From an optimization exercise on the open Yosys and OpenROAD flow, aimed at small area; shortcuts taken in it are not production practice. The RTL was checked by simulation tests, not by an equivalence proof against the original design. Power is estimated from default activity; no workload was simulated.

$ cat design/flow/run.sh
#!/bin/bash
# synth_recipe.tcl (not shown) runs the flow's synth.tcl, then flattens the netlist and writes it again
# the make line also repeats each setting of config.mk as NAME=value (left out here)
make -C /OpenROAD-flow-scripts/flow DESIGN_CONFIG=/design/flow/config.mk WORK_HOME=/design/flow/orfs CLKGATE_MAP_FILE= SYNTH_SCRIPT=/design/flow/synth_recipe.tcl finish
$ cat design/flow/config.mk
export PLATFORM = sky130hd
export DESIGN_NAME = irds_ir
export DESIGN_NICKNAME = irds_ir
export VERILOG_FILES = /design/flow/design.v
export SDC_FILE = /design/flow/constraint.sdc
export NUM_CORES = 4
export LEC_CHECK = 0
export CAP_MARGIN = 20
export CORE_MARGIN = 2
export CORE_UTILIZATION = 40
export PLACE_DENSITY = 0.6
export SLEW_MARGIN = 20
$ cat design/flow/constraint.sdc
create_clock -name core_clock -period 10.0 [get_ports {clk}]
set_input_delay 2.0000 -clock core_clock [delete_from_list [all_inputs] [get_ports {clk}]]
set_output_delay 2.0000 -clock core_clock [all_outputs]
set_load 0.01 [all_outputs]
$ cat design/flow/design.v
module irds_bindlist #(
    parameter CAP = 16
) (
    input  wire        clk,
    input  wire        rst,
    input  wire        wr_en,
    input  wire [8:0]  wr_code,
    input  wire        wr_present,
    input  wire [15:0] wr_handle,
    output wire        full,
    input  wire [7:0]  key,
    output reg         found,
    output reg         found_present,
    output reg  [15:0] found_handle
);
    localparam WILDCARD = 9'h100;
    reg [4:0]  count;
    reg [8:0]  code    [0:CAP-1];
    reg        present [0:CAP-1];
    reg [15:0] handle  [0:CAP-1];
    assign full = (count == CAP);
    always @(posedge clk) begin
        if (rst) begin
            count <= 5'd0;
        end else if (wr_en && !full) begin
            count <= count + 5'd1;
        end
    end
    always @(posedge clk) begin
        if (wr_en && !full) begin
            code[count[3:0]]    <= wr_code;
            present[count[3:0]] <= wr_present;
            handle[count[3:0]]  <= wr_handle;
        end
    end
    integer i;
    always @(*) begin
        found         = 1'b0;
        found_present = 1'b0;
        found_handle  = 16'd0;
        for (i = CAP - 1; i >= 0; i = i - 1) begin
            if (i < count && (code[i] == {1'b0, key} || code[i] == WILDCARD)) begin
                found         = 1'b1;
                found_present = present[i];
                found_handle  = handle[i];
            end
        end
    end
endmodule
module irds_cbfifo #(
    parameter CAP = 16
) (
    input  wire        clk,
    input  wire        rst,
    input  wire        push0,
    input  wire [15:0] data0,
    input  wire        push1,
    input  wire [15:0] data1,
    input  wire        pop,
    output wire        valid,
    output wire [15:0] head,
    output wire [4:0]  count
);
    reg [15:0] mem [0:CAP-1];
    reg [3:0]  rd_ptr;
    reg [3:0]  wr_ptr;
    reg [4:0]  cnt;
    assign count = cnt;
    assign valid = (cnt != 5'd0);
    assign head  = mem[rd_ptr];
    wire do_pop = pop && valid;
    always @(posedge clk) begin
        if (rst) begin
            rd_ptr <= 4'd0;
            wr_ptr <= 4'd0;
            cnt    <= 5'd0;
        end else begin
            if (do_pop)
                rd_ptr <= rd_ptr + 4'd1;
            wr_ptr <= wr_ptr + {3'd0, push0} + {3'd0, push1};
            cnt    <= cnt + {4'd0, push0} + {4'd0, push1} - {4'd0, do_pop};
        end
    end
    always @(posedge clk) begin
        if (push0)
            mem[wr_ptr] <= data0;
        if (push1)
            mem[push0 ? wr_ptr + 4'd1 : wr_ptr] <= data1;
    end
endmodule
module irds_ir (
    input  wire        clk,
    input  wire        rst,
    input  wire        ev_valid,
    input  wire [2:0]  ev_op,
    input  wire [31:0] ev_data,
    input  wire [31:0] now_ms,
    output wire        cb_valid,
    output wire [15:0] cb_handle,
    input  wire        cb_ready,
    output reg         conn,
    output reg         proto,
    output reg  [2:0]  fault_cause,
    output reg  [5:0]  bits,
    output reg  [15:0] addr,
    output reg  [15:0] cmdf,
    output reg         newdg,
    output reg         ac_valid,
    output reg  [7:0]  ac_code
);
    localparam OP_NOP       = 3'd0;
    localparam OP_PULSE     = 3'd1;
    localparam OP_EDGE_MARK = 3'd2;
    localparam OP_EDGE_SPC  = 3'd3;
    localparam OP_CONNECT   = 3'd4;
    localparam OP_BUTTON    = 3'd5;
    localparam OP_QUERY     = 3'd6;
    localparam OP_RCHECK    = 3'd7;
    localparam F_NONE     = 3'd0;
    localparam F_INS_OVF  = 3'd1;
    localparam F_BIND_OVF = 3'd4;
    localparam [31:0] T_BIT1   = 32'd1600;
    localparam [31:0] T_REPEAT = 32'd2700;
    localparam [31:0] T_START  = 32'd12500;
    localparam [31:0] REPEAT_TIMEOUT_MS = 32'd120;
    localparam        CB_CAP = 16;
    reg [15:0] hiword;
    reg [15:0] loword;
    reg [31:0] mark_latch;
    reg [31:0] deadline;
    wire ok      = ev_valid && (fault_cause == F_NONE);
    wire pulse_path = ok && conn;
    wire [32:0] edge_sum = {1'b0, mark_latch} + {1'b0, ev_data};
    wire [31:0] edge_dur = edge_sum[32] ? 32'hFFFF_FFFF : edge_sum[31:0];
    wire is_pulse = pulse_path && (ev_op == OP_PULSE || ev_op == OP_EDGE_SPC);
    wire [31:0] dur = (ev_op == OP_PULSE) ? ev_data : edge_dur;
    wire c_bit    = dur < T_REPEAT;
    wire c_bitval = dur >= T_BIT1;
    wire c_repeat = (dur >= T_REPEAT) && (dur < T_START);
    reg  [5:0]  asm_bits;
    reg  [15:0] asm_hi;
    reg  [15:0] asm_lo;
    reg         asm_dgram;
    always @(*) begin
        asm_bits  = bits + 6'd1;
        asm_hi    = hiword;
        asm_lo    = loword;
        asm_dgram = 1'b0;
        if (asm_bits <= 6'd8) begin
            asm_hi = {hiword[14:0], c_bitval};
            if (proto && c_bitval) begin
                asm_bits = 6'd9;
                asm_hi   = 16'h0001;
            end
        end else if (asm_bits <= 6'd16) begin
            asm_hi = {hiword[14:0], c_bitval};
        end else begin
            asm_lo = {loword[14:0], c_bitval};
        end
        if (asm_bits == 6'd32) begin
            asm_bits  = 6'd0;
            asm_dgram = 1'b1;
        end
    end
    wire got_dgram  = is_pulse && c_bit && asm_dgram;
    wire got_repeat = is_pulse && c_repeat;
    wire [7:0] new_code = asm_lo[15:8];
    wire       bind_op      = ok && (ev_op == OP_BUTTON);
    wire [8:0] bind_code    = ev_data[8:0];
    wire       bind_kind    = ev_data[9];
    wire       bind_present = ev_data[10];
    wire       bind_legal   = (bind_code <= 9'h100);
    wire       prs_full, rel_full;
    wire       bind_full    = bind_kind ? rel_full : prs_full;
    wire       bind_wr      = bind_op && bind_legal && !bind_full;
    wire        prs_found, prs_present;
    wire [15:0] prs_handle;
    wire        rel_found, rel_present;
    wire [15:0] rel_handle;
    irds_bindlist u_pressed (
        .clk(clk), .rst(rst),
        .wr_en(bind_wr && !bind_kind), .wr_code(bind_code),
        .wr_present(bind_present), .wr_handle(bind_present ? ev_data[31:16] : 16'd0),
        .full(prs_full),
        .key(new_code),
        .found(prs_found), .found_present(prs_present), .found_handle(prs_handle)
    );
    irds_bindlist u_released (
        .clk(clk), .rst(rst),
        .wr_en(bind_wr && bind_kind), .wr_code(bind_code),
        .wr_present(bind_present), .wr_handle(bind_present ? ev_data[31:16] : 16'd0),
        .full(rel_full),
        .key(ac_code),
        .found(rel_found), .found_present(rel_present), .found_handle(rel_handle)
    );
    wire [4:0] cb_count;
    wire       change    = got_dgram && !(ac_valid && ac_code == new_code);
    wire       rchk      = ok && conn && (ev_op == OP_RCHECK);
    wire       timeout   = rchk && ac_valid && (now_ms > deadline);
    wire want_rel = ((change && ac_valid) || timeout) && rel_found && rel_present;
    wire want_prs = change && prs_found && prs_present;
    wire rel_fits = (cb_count < CB_CAP);
    wire prs_fits = want_rel ? (cb_count < CB_CAP - 1) : (cb_count < CB_CAP);
    wire rel_ovf  = want_rel && !rel_fits;
    wire prs_ovf  = want_prs && !rel_ovf && !prs_fits;
    wire ins_ovf  = rel_ovf || prs_ovf;
    wire push_rel = want_rel && rel_fits;
    wire push_prs = want_prs && !ins_ovf;
    irds_cbfifo #(.CAP(CB_CAP)) u_cbq (
        .clk(clk), .rst(rst),
        .push0(push_rel), .data0(rel_handle),
        .push1(push_prs), .data1(prs_handle),
        .pop(cb_ready),
        .valid(cb_valid), .head(cb_handle), .count(cb_count)
    );
    always @(posedge clk) begin
        if (rst) begin
            conn        <= 1'b0;
            proto       <= 1'b0;
            fault_cause <= F_NONE;
            bits        <= 6'd0;
            hiword      <= 16'd0;
            loword      <= 16'd0;
            addr        <= 16'd0;
            cmdf        <= 16'd0;
            newdg       <= 1'b0;
            ac_valid    <= 1'b0;
            ac_code     <= 8'd0;
            mark_latch  <= 32'd0;
            deadline    <= 32'd0;
        end else if (ok) begin
            case (ev_op)
                OP_CONNECT: begin
                    if (!conn) begin
                        conn       <= 1'b1;
                        proto      <= ev_data[0];
                        mark_latch <= 32'd0;
                    end
                end
                OP_BUTTON: begin
                    if (bind_legal && bind_full)
                        fault_cause <= F_BIND_OVF;
                end
                OP_QUERY: begin
                    newdg <= 1'b0;
                end
                OP_EDGE_MARK: begin
                    if (conn)
                        mark_latch <= ev_data;
                end
                OP_RCHECK: begin
                    if (timeout) begin
                        if (rel_ovf) begin
                            fault_cause <= F_INS_OVF;
                        end else begin
                            ac_valid <= 1'b0;
                            ac_code  <= 8'd0;
                            bits     <= 6'd0;
                        end
                    end
                end
                default: ;
            endcase
            if (is_pulse) begin
                if (c_bit) begin
                    bits   <= asm_bits;
                    hiword <= asm_hi;
                    loword <= asm_lo;
                    if (asm_dgram) begin
                        addr <= asm_hi;
                        cmdf <= asm_lo;
                    end
                end else begin
                    bits <= 6'd0;
                end
                if (got_dgram || got_repeat)
                    deadline <= now_ms + REPEAT_TIMEOUT_MS;
                if (got_dgram)
                    newdg <= 1'b1;
                if (change) begin
                    if (ins_ovf) begin
                        fault_cause <= F_INS_OVF;
                    end else begin
                        ac_valid <= 1'b1;
                        ac_code  <= new_code;
                    end
                end
            end
        end
    end
endmodule
==> run summary <==
metrics by stage:
step           total power [mW]  util, %  std cells  worst slack (ns)
5_1_grt                    11.6     46.0       7053              1.66
3_3_place_gp               6.39     43.1       6803              1.48
6_report                   11.2     46.0       7053              2.10
2_1_floorplan              6.17        -       4763              2.37
3_5_place_dp               6.39     43.1       6804              1.44
4_1_cts                    11.3     46.0       7050              2.24
layer usage:
layer / vias to the layer above / share of wire, % / global-route usage (%) / routed length, um
met5: - / 0.0091 / 0 / 16
met4: 2 / 2.3 / 6.28 / 4140
met3: 268 / 7.3 / 3.45 / 12800
met2: 1588 / 46 / 36.3 / 82100
met1: 20700 / 44 / 32.0 / 77600
li1: 18600 / - / - / -
power by group:
group / internal, mW / switching [mW]
combinational: 0.189 / 0.323
clock: 2.83 / 2.13
sequential: 5.72 / 0.0462
cell type report:
class / instances / area, um^2
Fill cell: 13400 / 81000
Sequential cell: 1264 / 36200
Multi-Input combinational cell: 3095 / 22900
Clock buffer: 178 / 3600
Timing Repair Buffer: 320 / 2710
Tap cell: 2016 / 2520
Clock inverter: 68 / 729
Inverter: 111 / 417
Antenna cell: 1 / 2.50
cells in the final DEF (no fill, tap or decap), types with 38 or more instances in the layout:
master / n
ha_1: 87
nor4_1: 68
buf_4: 179
nor3_1: 82
and2_1: 42
mux4_2: 80
mux2i_1: 339
nand4_1: 74
dfxtp_1: 170
nor2_1: 333
o21ai_0: 103
clkbuf_16: 136
nand3_1: 103
edfxtp_1: 1088
clkbuf_1: 38
a21oi_1: 267
a211oi_1: 72
xor2_1: 181
clkdlybuf4s50_1: 129
o211ai_1: 42
a221oi_1: 46
nand2_1: 297
inv_1: 106
a22oi_1: 40
o22ai_1: 65
xnor2_1: 171
worst paths after layout:
path	from	to	slack (ns)
worst max-delay path	ev_data[17]	u_cbq.cnt[4]	2.10
worst min-delay path	deadline[4]	deadline[4]	0.45
worst max register to register	bits[0]	u_cbq.cnt[4]	2.55
worst min register to register	deadline[4]	deadline[4]	0.45
registers in the layout (all words and copies together) (netlist names), 16 cells and up, named ones only:
register	flops
u_cbq.mem	256
u_pressed.handle	256
u_released.handle	256
u_pressed.code	144
u_released.code	144
deadline	32
mark_latch	32
addr	16
cmdf	16
hiword	16
loword	16
u_pressed.present	16
u_released.present	16
logic make-up (layout without fill, tap and decap cells):
family | count (synthesis) | in the layout | share of synthesized area (%)
muxes | 432 | 432 | 8.89
other | 0 | 1 | 0
AOI/OAI and AO/OA | 984 | 984 | 11.2
and+or+nand+nor | 1235 | 1235 | 10.2
xor gates and xnor gates | 353 | 353 | 5.12
adders and majority gates | 91 | 91 | 1.93
DFF | 1264 | 1264 | 59.8
buffers and inverters | 404 | 677 | 2.94
critical path, stage by stage:
cell and delay, ns:
clkdlybuf4s50_1 0.47, ha_1 0.41, a21oi_1 0.29, o21bai_1 0.17, a2111oi_2 0.57, and2_1 0.25
a21oi_1 0.18, o31a_1 0.38, a311oi_2 0.59, nand3_1 0.27, o31ai_4 0.61, a31o_2 0.30
nor4_4 0.05, buf_4 0.22, inv_2 0.15, ha_1 0.27, fa_1 0.43, fa_1 0.41
inv_1 0.07, a21oi_1 0.06, nor2_1 0.10, nor2_1 0.06, xor2_1 0.13, nor2_1 0.05
==> impl_metrics.json <==
{
  "stdcell_area_mm2": 0.0691,
  "rows": 142,
  "drtIter0Drc": 4182,
  "grt_antenna_before_repair": 7,
  "min_path_cells": 2,
  "slew_viol_final": 0,
  "synth_ff_type": "edfxtp_1",
  "via_count": 41200,
  "crit_fanout": 14,
  "skew_ns": 0.0302,
  "gp_congestion": 0.902,
  "cp-end-kind": "flip-flop",
  "antenna_left": 0,
  "synth_nets": 4925,
  "ctsHoldBuffers": 0,
  "synth_area_mm2": 0.0606,
  "final_hold_viol_count": 0,
  "finalSetupViolCount": 0,
  "start_kind": "input pin",
  "max_freq_mhz": 127,
  "final_nets": 5089,
  "die-area_mm2": 0.155,
  "yosys.area.top_type": "edfxtp_1",
  "grt_max_degree": 105,
  "cap_violations": 0,
  "io_pins": 141,
  "status": "complete, no violations",
  "clock_latency_ns": 0.77,
  "power_density_mw_per_mm2": 163,
  "syn_inst": 4763,
  "slew_headroom_pct": 20.5,
  "async_flop_share_pct": 0,
  "rsz0062_at_grt": "false",
  "dr.pass1.iters": 5,
  "cts_buffers": 135,
  "cts_root_buffer": "clkbuf_16",
  "groute.usage.overall_pct": 22.7,
  "cts_max_level": 4,
  "grt_pass1_vias": 40200,
  "worst_pin_slew_ns": 1.17,
  "syn2layout_area_growth_pct": 14.1,
  "initial_core_util_pct": 40.3,
  "synthTopCellsByArea": "edfxtp_1, dfxtp_1, mux2i_1, mux4_2, xor2_1",
  "drive_gt1_share_pct": 12.2,
  "dpl.hpwl_um": 110000,
  "cts_resized": 0,
  "wirelength_um": 177000,
  "io_buffers": 140,
  "period_minus_slack_ns": 7.90,
  "yosysMostFrequentCell": "edfxtp_1",
  "grt_first_pass_wirelength_um": 262000,
  "die_y_um": 393,
  "synth_edf_count": 1088,
  "timing.hold.ws_ns": 0.450,
  "cts_buffer_depth": 3,
  "timing.final.crit_share_pct": 79.0,
  "setup.worst_path.class": "input pin to flip-flop",
  "wire_per_inst_um": 25.1,
  "crit_required_ns": 10.62,
  "cts.sinks": 1264,
  "yosys-top-cells-count": "edfxtp_1, nor2_1, mux2i_1, nand2_1, a21oi_1",
  "path_clk_slew_ns": 0.06,
  "fin_tns_setup_ns": 0,
  "viasPerCell": 5.83,
  "fp.dieW_um": 393,
  "cts_tree": "yes",
  "reg2reg_depth": 25,
  "hold_path_class": "flip-flop to flip-flop",
  "synth_top_area_share_pct": 53.9,
  "worstPathArrival_ns": 8.52,
  "grt-ovfl-total": 0,
  "ys_warn_count": 3,
  "drc": 0,
  "synth.distinct_cells": 117,
  "ys_ff_latch": 1264,
  "placed_cell_area_mm2": 0.0648,
  "syn_area_per_cell_um2": 12.7,
  "cts_setup_buffers": 0,
  "ir_worst_vdd_v": 0.000121,
  "ys_seq_area_share_pct": 59.8,
  "coreArea_mm2": 0.150,
  "leakage_nw": 22.9
}

==> afterwards: timing with drivers on the ports <==
How much do the figures lean on ideal ports? The routed layout below was timed once more, with nothing changed but the port constraints. Step 1: set_driving_cell puts a clkbuf_16 on clk and a buf_2 on each other input, an assumption about the parent block. Step 2 also shifts input and output timing later by t, the mid clock arrival at the registers, as if the neighbouring blocks saw the same clock. Three values: ideal, step 1, step 2; two values: the first two.
shift t [ns]: 0.833
setup slack, ns: 2.096 / 2.131 / 1.298
worst hold slack (ns): 0.450 / 0.450 / 0.450
clock arrival spread, ns: 0.031 / 0.031
After both steps this run still meets setup and hold. The setup slack of this run moves by +0.035 ns with the drivers and by -0.798 ns with both steps.
